This is an optimization exercise on Yosys and OpenROAD, whose aim is small area, not a production implementation.
For this run, only the layout was checked, not whether the RTL still works.
Power and IR drop assume default switching activity.

==> flow/design.v <==
module pte_top (
    input             clk,
    input             rst,
    input      [1:0]  cfg_addr_width_m1,    
    input      [4:0]  cfg_page_log2,        
    input      [32:0] cfg_total_size,       
    input      [1:0]  cfg_cs_addr_bits,     
    input             cfg_bus_spi,          
    input      [7:0]  cfg_bus_selector,
    input      [7:0]  cfg_op_read,
    input      [7:0]  cfg_op_write,
    input      [7:0]  cfg_op_sread,
    input      [7:0]  cfg_op_swrite,
    input      [7:0]  cfg_op_read_status,
    input             cfg_secure_supported,
    input      [31:0] cfg_page_write_ms,
    input      [2:0]  cfg_cs_shift,
    input      [7:0]  cfg_cs_addr_mask,
    input      [7:0]  cfg_status_selector,
    input      [7:0]  cfg_status_busy_mask,
    input      [7:0]  cfg_status_fail_mask,
    input      [7:0]  cfg_dummy_byte,
    input      [31:0] now_ms,
    input             reg_we,
    input      [4:0]  reg_addr,
    input      [31:0] reg_wdata,
    output reg [31:0] reg_rdata,
    output            pkt_valid,
    input             pkt_ready,
    output reg [7:0]  pkt_sel,
    output reg        pkt_rx,
    output reg [31:0] pkt_len,
    output reg        pkt_start,
    output reg        pkt_stop,
    output     [7:0]  pkt_dummy,
    output            tx_valid,
    input             tx_ready,
    output     [7:0]  tx_data,
    input             rx_valid,
    output            rx_ready,
    input      [7:0]  rx_data,
    input             rsp_valid,
    output            rsp_ready,
    input      [7:0]  rsp_code,
    output            buf_req,
    output            buf_we,
    output     [31:0] buf_addr,
    output     [7:0]  buf_wdata,
    input             buf_gnt,
    input      [7:0]  buf_rdata
);
    localparam [7:0] R_OK        = 8'h00;
    localparam [7:0] R_PARAM     = 8'h01;
    localparam [7:0] R_RANGE     = 8'h02;
    localparam [7:0] R_ALIGN     = 8'h03;
    localparam [7:0] R_SIZE      = 8'h04;
    localparam [7:0] R_NOTREADY  = 8'h05;
    localparam [7:0] R_TIMEOUT   = 8'h06;
    localparam [7:0] R_INV_ADDR  = 8'h07;
    localparam [7:0] R_INV_CMD   = 8'h08;
    localparam [7:0] R_CRC       = 8'h09;
    localparam [7:0] R_NACK_ADDR = 8'h10;
    localparam [7:0] R_NACK_DATA = 8'h11;
    localparam [31:0] CMD_READ   = 32'h1;
    localparam [31:0] CMD_WRITE  = 32'h2;
    localparam [31:0] CMD_SREAD  = 32'h5;
    localparam [31:0] CMD_SWRITE = 32'h6;
    localparam [3:0] PH_IDLE     = 4'd0;
    localparam [3:0] PH_POLL_HDR = 4'd1;
    localparam [3:0] PH_POLL_RX  = 4'd2;
    localparam [3:0] PH_ADDR     = 4'd3;
    localparam [3:0] PH_DATA     = 4'd4;
    localparam [3:0] PH_CRC      = 4'd5;
    localparam [3:0] PH_CHK_HDR  = 4'd6;
    localparam [3:0] PH_CHK_RX   = 4'd7;
    localparam [3:0] ST_IDLE   = 4'd0;
    localparam [3:0] ST_VALID  = 4'd1;
    localparam [3:0] ST_SLICE  = 4'd2;
    localparam [3:0] ST_MAIN   = 4'd3;
    localparam [3:0] ST_PKT    = 4'd4;
    localparam [3:0] ST_TXLOAD = 4'd5;
    localparam [3:0] ST_TX     = 4'd6;
    localparam [3:0] ST_RSP    = 4'd7;
    localparam [3:0] ST_RX     = 4'd8;
    localparam [3:0] ST_RXWR   = 4'd9;
    localparam [3:0] ST_SUCC   = 4'd10;
    localparam [3:0] ST_NR     = 4'd11;
    reg [31:0] cmd_q;
    reg [31:0] offset_q;
    reg [31:0] length_q;
    reg        busy, done, ovr, islast;
    reg [3:0]  phase;
    reg [7:0]  result;
    reg [31:0] cur_offset;
    reg [31:0] remain;
    reg [31:0] buf_index;
    reg [31:0] slice_len;
    reg [31:0] txn_count;
    reg [31:0] pkt_count;
    reg [31:0] retry_count;
    reg [5:0]  trans_id;
    reg [31:0] start_time;
    reg [15:0] crc_q;
    reg [15:0] rx_crc;
    reg [7:0]  dev_status;
    reg [31:0] wire_addr;
    reg [7:0]  eff_sel;
    reg [3:0]  state;
    reg [31:0] byte_cnt;
    reg [7:0]  byte_q;
    reg [15:0] crc_acc;
    wire [2:0]  aw        = {1'b0, cfg_addr_width_m1} + 3'd1;
    wire [31:0] page_size = 32'd1 << cfg_page_log2;
    wire [31:0] page_mask = page_size - 32'd1;
    wire        poll_first = cfg_bus_spi && (cfg_status_busy_mask != 8'd0);
    wire is_secure = cmd_q[2];
    wire is_read   = (cmd_q[1:0] == 2'b01);
    function [15:0] crc16_byte(input [15:0] c, input [7:0] b);
        integer i;
        reg [15:0] r;
        reg        fb;
        begin
            r = c;
            for (i = 7; i >= 0; i = i - 1) begin
                fb = r[15] ^ b[i];
                r  = {r[14:0], 1'b0};
                if (fb) r = r ^ 16'h1021;
            end
            crc16_byte = r;
        end
    endfunction
    reg [31:0] comp_addr;
    reg [7:0]  comp_sel;
    reg [31:0] comp_hi;
    reg [15:0] comp_fold;
    always @(*) begin
        case (cfg_addr_width_m1)
            2'd0: comp_addr = cur_offset & 32'h000000FF;
            2'd1: comp_addr = cur_offset & 32'h0000FFFF;
            2'd2: comp_addr = cur_offset & 32'h00FFFFFF;
            default: comp_addr = cur_offset;
        endcase
        case (cfg_addr_width_m1)
            2'd0: comp_hi = cur_offset >> 8;
            2'd1: comp_hi = cur_offset >> 16;
            2'd2: comp_hi = cur_offset >> 24;
            default: comp_hi = 32'd0;
        endcase
        comp_hi   = comp_hi & ((32'd1 << cfg_cs_addr_bits) - 32'd1);
        comp_fold = comp_hi[15:0] << cfg_cs_shift;
        if (cfg_cs_addr_bits == 2'd0)
            comp_sel = cfg_bus_selector;
        else
            comp_sel = cfg_bus_selector | (comp_fold[7:0] & cfg_cs_addr_mask);
    end
    wire [31:0] in_page     = cur_offset & page_mask;
    wire [31:0] rem_in_page = page_size - in_page;
    wire [31:0] next_slice  = (rem_in_page < remain) ? rem_in_page : remain;
    wire [32:0] req_end     = {1'b0, cur_offset} + {1'b0, remain};
    reg [7:0] valid_err;
    always @(*) begin
        valid_err = R_OK;
        if (cmd_q[31:3] != 29'd0 || cmd_q[1:0] == 2'b00 || cmd_q[1:0] == 2'b11)
            valid_err = R_PARAM;
        else if (cmd_q[2] && !cfg_secure_supported)
            valid_err = R_PARAM;
        else if (req_end > cfg_total_size)
            valid_err = R_RANGE;
        else if (cmd_q[2] && (cur_offset & page_mask) != 32'd0)
            valid_err = R_ALIGN;
        else if (cmd_q[2] && (remain & page_mask) != 32'd0)
            valid_err = R_SIZE;
    end
    wire [31:0] elapsed   = now_ms - start_time;
    wire        timed_out = {1'b0, elapsed} > ({1'b0, cfg_page_write_ms} + 33'd1);
    wire rsp_success  = (rsp_code == R_OK);
    wire rsp_notready = (rsp_code == R_NACK_ADDR) || (rsp_code == R_NOTREADY);
    wire [7:0] rsp_fatal = (rsp_code == R_NACK_DATA) ?
                           ((phase == PH_ADDR) ? R_INV_ADDR : R_INV_CMD) : rsp_code;
    always @(*) begin
        pkt_sel   = eff_sel;
        pkt_rx    = 1'b0;
        pkt_len   = 32'd1;
        pkt_start = 1'b0;
        pkt_stop  = 1'b0;
        case (phase)
            PH_POLL_HDR, PH_CHK_HDR: begin
                pkt_sel   = cfg_status_selector;
                pkt_start = 1'b1;
            end
            PH_POLL_RX, PH_CHK_RX: begin
                pkt_sel   = cfg_status_selector;
                pkt_rx    = 1'b1;
                pkt_start = !cfg_bus_spi;
                pkt_stop  = 1'b1;
            end
            PH_ADDR: begin
                pkt_len   = {29'd0, aw} + {31'd0, cfg_bus_spi};
                pkt_start = 1'b1;
            end
            PH_DATA: begin
                pkt_rx    = is_read;
                pkt_len   = slice_len;
                pkt_start = is_read && !cfg_bus_spi;
                pkt_stop  = !is_secure;
            end
            PH_CRC: begin
                pkt_rx    = is_read;
                pkt_len   = 32'd2;
                pkt_stop  = 1'b1;
            end
            default: ;
        endcase
    end
    assign pkt_dummy = cfg_dummy_byte;
    assign pkt_valid = (state == ST_PKT);
    reg [7:0]  opcode;
    always @(*) begin
        case (cmd_q)
            CMD_READ:   opcode = cfg_op_read;
            CMD_WRITE:  opcode = cfg_op_write;
            CMD_SREAD:  opcode = cfg_op_sread;
            CMD_SWRITE: opcode = cfg_op_swrite;
            default:    opcode = 8'd0;
        endcase
    end
    reg [7:0]  hdr_byte;
    reg        hdr_is_addr;
    reg [2:0]  addr_idx;
    reg [2:0]  addr_pos;
    reg [4:0]  addr_shift;
    always @(*) begin
        hdr_is_addr = !(cfg_bus_spi && byte_cnt == 32'd0);
        addr_idx    = cfg_bus_spi ? (byte_cnt[2:0] - 3'd1) : byte_cnt[2:0];
        addr_pos    = aw - 3'd1 - addr_idx;
        addr_shift  = {addr_pos[1:0], 3'b000};
        if (hdr_is_addr)
            hdr_byte = wire_addr[addr_shift +: 8];
        else
            hdr_byte = opcode;
    end
    reg [7:0] load_byte;
    always @(*) begin
        case (phase)
            PH_POLL_HDR, PH_CHK_HDR: load_byte = cfg_op_read_status;
            PH_ADDR:                 load_byte = hdr_byte;
            PH_CRC:                  load_byte = (byte_cnt == 32'd0) ? crc_q[15:8] : crc_q[7:0];
            default:                 load_byte = buf_rdata;
        endcase
    end
    assign tx_valid  = (state == ST_TX);
    assign tx_data   = byte_q;
    assign rx_ready  = (state == ST_RX);
    assign rsp_ready = (state == ST_RSP);
    wire buf_rd_cycle = (state == ST_TXLOAD) && (phase == PH_DATA);
    assign buf_req   = buf_rd_cycle || (state == ST_RXWR);
    assign buf_we    = (state == ST_RXWR);
    assign buf_addr  = buf_index + byte_cnt;
    assign buf_wdata = byte_q;
    wire last_byte = (byte_cnt + 32'd1 == pkt_len);
    always @(*) begin
        case (reg_addr)
            5'd0:  reg_rdata = cmd_q;
            5'd1:  reg_rdata = offset_q;
            5'd2:  reg_rdata = length_q;
            5'd3:  reg_rdata = {16'd0, result, phase, islast, ovr, done, busy};
            5'd4:  reg_rdata = cur_offset;
            5'd5:  reg_rdata = remain;
            5'd6:  reg_rdata = buf_index;
            5'd7:  reg_rdata = slice_len;
            5'd8:  reg_rdata = txn_count;
            5'd9:  reg_rdata = pkt_count;
            5'd10: reg_rdata = retry_count;
            5'd11: reg_rdata = {24'd0, trans_id, 1'b0, busy};
            5'd12: reg_rdata = start_time;
            5'd13: reg_rdata = {16'd0, crc_q};
            5'd14: reg_rdata = {16'd0, rx_crc};
            5'd15: reg_rdata = {24'd0, dev_status};
            5'd16: reg_rdata = wire_addr;
            5'd17: reg_rdata = {24'd0, eff_sel};
            default: reg_rdata = 32'd0;
        endcase
    end
    task finish(input [7:0] code);
        begin
            result <= code;
            busy   <= 1'b0;
            done   <= 1'b1;
            phase  <= PH_IDLE;
            state  <= ST_IDLE;
        end
    endtask
    task issue_status(input check);
        begin
            trans_id <= trans_id + 6'd1;
            if (cfg_bus_spi)
                phase <= check ? PH_CHK_HDR : PH_POLL_HDR;
            else
                phase <= check ? PH_CHK_RX : PH_POLL_RX;
            state <= ST_PKT;
        end
    endtask
    task issue_addr;
        begin
            txn_count <= txn_count + 32'd1;
            trans_id  <= trans_id + 6'd1;
            crc_acc   <= 16'hFFFF;
            phase     <= PH_ADDR;
            state     <= ST_PKT;
        end
    endtask
    task slice_done;
        begin
            cur_offset <= cur_offset + slice_len;
            buf_index  <= buf_index + slice_len;
            remain     <= remain - slice_len;
            if (remain == slice_len)
                finish(R_OK);
            else
                state <= ST_SLICE;
        end
    endtask
    always @(posedge clk) begin
        if (rst) begin
            cmd_q       <= 32'd0;
            offset_q    <= 32'd0;
            length_q    <= 32'd0;
            busy        <= 1'b0;
            done        <= 1'b0;
            ovr         <= 1'b0;
            islast      <= 1'b0;
            phase       <= PH_IDLE;
            result      <= R_OK;
            cur_offset  <= 32'd0;
            remain      <= 32'd0;
            buf_index   <= 32'd0;
            slice_len   <= 32'd0;
            txn_count   <= 32'd0;
            pkt_count   <= 32'd0;
            retry_count <= 32'd0;
            trans_id    <= 6'd0;
            start_time  <= 32'd0;
            crc_q       <= 16'd0;
            rx_crc      <= 16'd0;
            dev_status  <= 8'd0;
            wire_addr   <= 32'd0;
            eff_sel     <= 8'd0;
            state       <= ST_IDLE;
            byte_cnt    <= 32'd0;
            byte_q      <= 8'd0;
            crc_acc     <= 16'd0;
        end else begin
            if (reg_we) begin
                case (reg_addr)
                    5'd0: begin
                        if (busy) begin
                            ovr <= 1'b1;
                        end else begin
                            cmd_q       <= reg_wdata;
                            ovr         <= 1'b0;
                            done        <= 1'b0;
                            result      <= R_OK;
                            islast      <= 1'b0;
                            busy        <= 1'b1;
                            cur_offset  <= offset_q;
                            remain      <= length_q;
                            buf_index   <= 32'd0;
                            slice_len   <= 32'd0;
                            txn_count   <= 32'd0;
                            pkt_count   <= 32'd0;
                            retry_count <= 32'd0;
                            state       <= ST_VALID;
                        end
                    end
                    5'd1: offset_q <= reg_wdata;
                    5'd2: length_q <= reg_wdata;
                    default: ;
                endcase
            end
            case (state)
                ST_VALID: begin
                    if (valid_err != R_OK)
                        finish(valid_err);
                    else if (remain == 32'd0)
                        finish(R_OK);
                    else
                        state <= ST_SLICE;
                end
                ST_SLICE: begin
                    slice_len  <= next_slice;
                    islast     <= (next_slice == remain);
                    wire_addr  <= comp_addr;
                    eff_sel    <= comp_sel;
                    start_time <= now_ms;
                    state      <= ST_MAIN;
                end
                ST_MAIN: begin
                    if (poll_first)
                        issue_status(1'b0);
                    else
                        issue_addr;
                end
                ST_PKT: begin
                    if (pkt_ready) begin
                        pkt_count <= pkt_count + 32'd1;
                        byte_cnt  <= 32'd0;
                        state     <= pkt_rx ? ST_RSP : ST_TXLOAD;
                    end
                end
                ST_TXLOAD: begin
                    if (phase != PH_DATA || buf_gnt) begin
                        byte_q <= load_byte;
                        state  <= ST_TX;
                    end
                end
                ST_TX: begin
                    if (tx_ready) begin
                        if ((phase == PH_ADDR && hdr_is_addr) || phase == PH_DATA)
                            crc_acc <= crc16_byte(crc_acc, byte_q);
                        if (phase == PH_DATA && is_secure && last_byte)
                            crc_q <= crc16_byte(crc_acc, byte_q);
                        byte_cnt <= byte_cnt + 32'd1;
                        state    <= last_byte ? ST_RSP : ST_TXLOAD;
                    end
                end
                ST_RSP: begin
                    if (rsp_valid) begin
                        if (rsp_success)
                            state <= pkt_rx ? ST_RX : ST_SUCC;
                        else if (rsp_notready)
                            state <= ST_NR;
                        else
                            finish(rsp_fatal);
                    end
                end
                ST_RX: begin
                    if (rx_valid) begin
                        byte_q <= rx_data;
                        case (phase)
                            PH_DATA: state <= ST_RXWR;
                            PH_CRC: begin
                                rx_crc   <= {rx_crc[7:0], rx_data};
                                byte_cnt <= byte_cnt + 32'd1;
                                if (last_byte) state <= ST_SUCC;
                            end
                            default: begin
                                dev_status <= rx_data;
                                state      <= ST_SUCC;
                            end
                        endcase
                    end
                end
                ST_RXWR: begin
                    if (buf_gnt) begin
                        crc_acc  <= crc16_byte(crc_acc, byte_q);
                        byte_cnt <= byte_cnt + 32'd1;
                        if (last_byte) begin
                            if (is_secure)
                                crc_q <= crc16_byte(crc_acc, byte_q);
                            state <= ST_SUCC;
                        end else begin
                            state <= ST_RX;
                        end
                    end
                end
                ST_SUCC: begin
                    case (phase)
                        PH_POLL_HDR: begin
                            phase <= PH_POLL_RX;
                            state <= ST_PKT;
                        end
                        PH_POLL_RX: begin
                            if ((dev_status & cfg_status_busy_mask) != 8'd0)
                                state <= ST_NR;
                            else
                                issue_addr;
                        end
                        PH_ADDR: begin
                            phase <= PH_DATA;
                            state <= ST_PKT;
                        end
                        PH_DATA: begin
                            if (is_secure) begin
                                phase <= PH_CRC;
                                state <= ST_PKT;
                            end else begin
                                slice_done;
                            end
                        end
                        PH_CRC: begin
                            if (is_read) begin
                                if (crc_q != rx_crc)
                                    finish(R_CRC);
                                else
                                    slice_done;
                            end else begin
                                start_time <= now_ms;
                                issue_status(1'b1);
                            end
                        end
                        PH_CHK_HDR: begin
                            phase <= PH_CHK_RX;
                            state <= ST_PKT;
                        end
                        PH_CHK_RX: begin
                            if ((dev_status & cfg_status_busy_mask) != 8'd0)
                                state <= ST_NR;
                            else if ((dev_status & cfg_status_fail_mask) != 8'd0)
                                finish(R_CRC);
                            else
                                slice_done;
                        end
                        default: finish(R_OK);
                    endcase
                end
                ST_NR: begin
                    if (timed_out) begin
                        finish(R_TIMEOUT);
                    end else begin
                        retry_count <= retry_count + 32'd1;
                        if (phase == PH_CHK_HDR || phase == PH_CHK_RX)
                            issue_status(1'b1);
                        else
                            state <= ST_MAIN;
                    end
                end
                default: ;
            endcase
        end
    end
endmodule
==> flow/run.sh <==
#!/bin/bash
# synth_recipe.tcl (not shown) runs the flow's synth.tcl, then flattens the netlist and writes it again
# the make line also repeats each setting of config.mk as NAME=value (left out here)
make -C /OpenROAD-flow-scripts/flow DESIGN_CONFIG=/design/flow/config.mk WORK_HOME=/design/flow/orfs CLKGATE_MAP_FILE= SYNTH_SCRIPT=/design/flow/synth_recipe.tcl finish
==> flow/config.mk <==
export PLATFORM = sky130hd
export DESIGN_NAME = pte_top
export DESIGN_NICKNAME = pte_top
export VERILOG_FILES = /design/flow/design.v
export SDC_FILE = /design/flow/constraint.sdc
export NUM_CORES = 4
export LEC_CHECK = 0
export CAP_MARGIN = 20
export CORE_MARGIN = 2
export CORE_UTILIZATION = 40
export SLEW_MARGIN = 20
==> flow/constraint.sdc <==
create_clock -name core_clock -period 10.0 [get_ports {clk}]
set_input_delay 2.0000 -clock core_clock [delete_from_list [all_inputs] [get_ports {clk}]]
set_output_delay 2.0000 -clock core_clock [all_outputs]
set_load 0.01 [all_outputs]
==> run notes <==
critical path's largest stage delay=0.51 ns; Vias=slightly below 50000; PwrDens=between 100 and 150 mW/mm2; Most used DFF post-synth=dfxtp_1; Worst Clk Skew=0.0321 ns; Ports=approximately 400; max cap viols=0; Via-to-Cell Ratio=about 6.4; Synth cell types=107; share of cells above drive strength 1=5.68%; Setup TNS=0 ns; Crit path required time=around 11 ns; CTS Buf Count=61; Slew headroom=9.82%; Final Non-Filler Cells=7620; pre-CTS setup slack=~0.81 ns; crit end category=register; Hold WS=roughly 0.45 ns; syn_nets=between 6000 and 7000; cell taking the most area after synthesis=dfxtp_1; Internal Power=0.00446 W; DP Area=between 0.04 and 0.05 mm2; crit path setup slack, layout=roughly 1.3 ns; synthesized area=roughly 0.043 mm2; hold_buf cts=0; Slew @ Worst Pin=about 1.4 ns; Critical Path Fanout Max=30; drt first pass iters=8; sequential cell area fraction in the yosys report=23.8%; Synth Instances=a little under 6000; Die Height=roughly 330 um; Logic pwr share=between 20% and 30%; post-route cell area=about 0.051 mm2; Inst Count DP=between 7000 and 8000; RSZ-0062 raised after global routing=false; Filler cells=between 10000 and 15000; CP arrival=~9.3 ns; initial antenna violation count=13; Yosys top cell area share=23.8%; #FFs+latches synth=slightly above 500; Initial Utilization=40.4%; CP bufs+invs=5; clock latency on the worst-skew pair=about 0.70 ns; Post-CTS Setup Bufs=0; share of power burned in registers=between 30% and 40%; Slew Viols, Final=0; Worst VDD drop=0.136 mV; Layout area overhead=17.4%; pin count of the biggest net entering global routing=109; final worst path period share=between 80 and 90%; clk root buf=clkbuf_16; placed wire-length estimate=around 160000 um; most common cell in the synthesized netlist=nand2_1; DRC Markers=0; first-pass GRT wire length=around 300000 um; final wirelength=about 210000 um; FMAX=roughly 110 MHz; Detail Route Antenna Nets=0; Post-synth EDFFs=0; routability cong.=1.06; Setup Viol. Count Final=0; Placeable Area=0.107 mm2; drt wl/cell=28.0 um; Yosys warning count=1; nets@finish=6757; CTS tree=done; cell family with the largest share of critical-path delay=compound AO/OA/AOI/OAI gates; H-Tree Level Count=2; Synth Area per Inst=roughly 7.3 um2; Post-synth top cells=nand2_1, nor2_1, a21oi_1; clock-pin slew on the worst setup and hold paths=0.07 ns; Tmin final=8.70 ns; Clk network pwr share=37.1%; Longest Clk Path Bufs=3; clock sink total=between 500 and 600; die area=~0.11 mm2; sw frac=around a third; Reg area=0.0103 mm2; largest cells by area after synthesis=dfxtp_1, ha_1, nand2_1; die width=about 330 um; WS Path Type=primary input to register; CP Launch Type=primary input; Buffers on Ports=approximately 390; CTS resizes=0; multi-input logic area=around 0.03 mm2; # rows=120; leakage power=approximately 20 nW; gr usage total=a little under two fifths; Final Hold Fails=0; detailed router's first-iteration violation count=between 6000 and 7000; switching pwr=between 0.002 and 0.0025 W; HP Class=register to register; number of global-route vias before repair=between 40000 and 50000; status=timing/DRC/antenna clean; share of flip-flops with an asynchronous set or reset=0%; grt ovf=0; highest-delay cell along the critical path=ha_1
-- power by group through the flow --
stage	Clock, W	Sequential [W]	Combinational [W]
6_report	0.00254	0.00229	0.00201
5_1_grt	0.00261	0.00229	0.00217
4_1_cts	0.00254	0.00228	0.00197
3_5_place_dp	0	0.00233	0.00195
3_3_place_gp	0	0.00233	0.00195
2_1_floorplan	0	0.00224	0.00132
-- per-layer routing --
metal | global-route usage (%) | wire length, um | vias to the layer above
li1 | - | - | 22100
met1 | 47.6 | 84500 | 22900
met2 | 54.7 | 89400 | 2948
met3 | 10.5 | 25800 | 559
met4 | 19.7 | 13500 | 14
met5 | 0 | 96 | -
-- stage by stage --
stage | power, W | util, %
final | 0.00684 | 47.4
after global routing | 0.00707 | 47.4
after CTS | 0.00679 | 47.4
after detailed placement | 0.00428 | 45.4
after global placement | 0.00428 | 45.3
after floorplan | 0.00356 | -
-- kinds of logic (layout without fill, tap and decap cells) --
family / after synthesis / count (layout) / share of synthesized area, %
adders and majority gates: 325 / 325 / 9.50
muxes: 118 / 118 / 3.04
buffers and inverters: 589 / 866 / 5.41
and+or+nand+nor: 2255 / 2255 / 24.2
other: 0 / 6 / 0
xor gates and xnor gates: 346 / 346 / 7.06
DFF: 514 / 514 / 23.8
AOI/OAI and AO/OA: 1787 / 1787 / 27.1
-- path summary, 6_finish.rpt --
kind / endpoint / slack, ns / cells past startpoint / from
worst max-delay path: islast / 1.30 / 33 / cfg_page_log2[1]
worst min-delay path: start_time[15] / 0.45 / 2 / start_time[15]
worst max register to register: phase[2] / 2.34 / 24 / cur_offset[0]
worst min register to register: start_time[15] / 0.45 / 2 / start_time[15]
-- area by class of cell --
cell class,count,share of cell area [%]
multi-input combinational,4831,60.6
sequential,514,20.2
timing repair buffer,526,9.65
tap,1403,3.45
clock buffer,84,3.39
inverter,231,1.71
clock inverter,25,0.943
antenna,6,0.0295
-- cells in the final DEF, fill, tap and decap left out, types with 87 or more instances in the layout --
master / count
nand2_1: 795
nor2_1: 588
a21oi_1: 584
dfxtp_1: 514
clkdlybuf4s50_1: 384
ha_1: 317
o21ai_0: 262
xnor2_1: 236
inv_1: 226
nand3_1: 205
a21o_1: 137
buf_4: 136
xor2_1: 108
a22oi_1: 108
nor3_1: 104
nand4_1: 87
-- worst register-to-register path: stages (launching register included) --
cell	delay [ns]
dfxtp_1	0.30
buf_4	0.21
ha_1	0.24
fa_1	0.41
a21o_1	0.18
a21oi_1	0.27
o21ai_0	0.18
a31oi_1	0.47
or4_1	0.24
a31oi_1	0.15
nor2b_1	0.19
o31ai_1	0.49
o21bai_1	0.13
xor2_1	0.17
ha_1	0.29
nand2_1	0.07
or3_1	0.39
nor3_1	0.53
o21ai_0	0.20
a21o_1	0.26
a21oi_1	0.82
nand4bb_1	0.40
nand2_1	0.15
nor3_1	0.59
mux2i_1	0.26

[what the ideal ports hide]
The results above use ideal ports. As a check the final layout listed here was re-extracted and re-timed, cells and wires unchanged.
Step 1, drivers: a clkbuf_16 drives clk and a buf_2 each remaining input, both assumed.
Step 2, shift: input delay + t, output delay - t, t = (earliest + latest rising clock arrival at the registers) / 2. This alone moves slack from input paths to output paths.
a / b / c = ideal ports / drivers / drivers and shift; a / b = the first two.
shift t [ns]: 0.758
setup slack, ns: 1.300 / 1.351 / 0.593
hold WS [ns]: 0.452 / 0.452 / 0.452
worst setup path at the end: input to register
After both steps setup and hold are still met in this run. For this run, drivers alone change the setup slack by +0.051 ns; drivers and shift together by -0.707 ns.
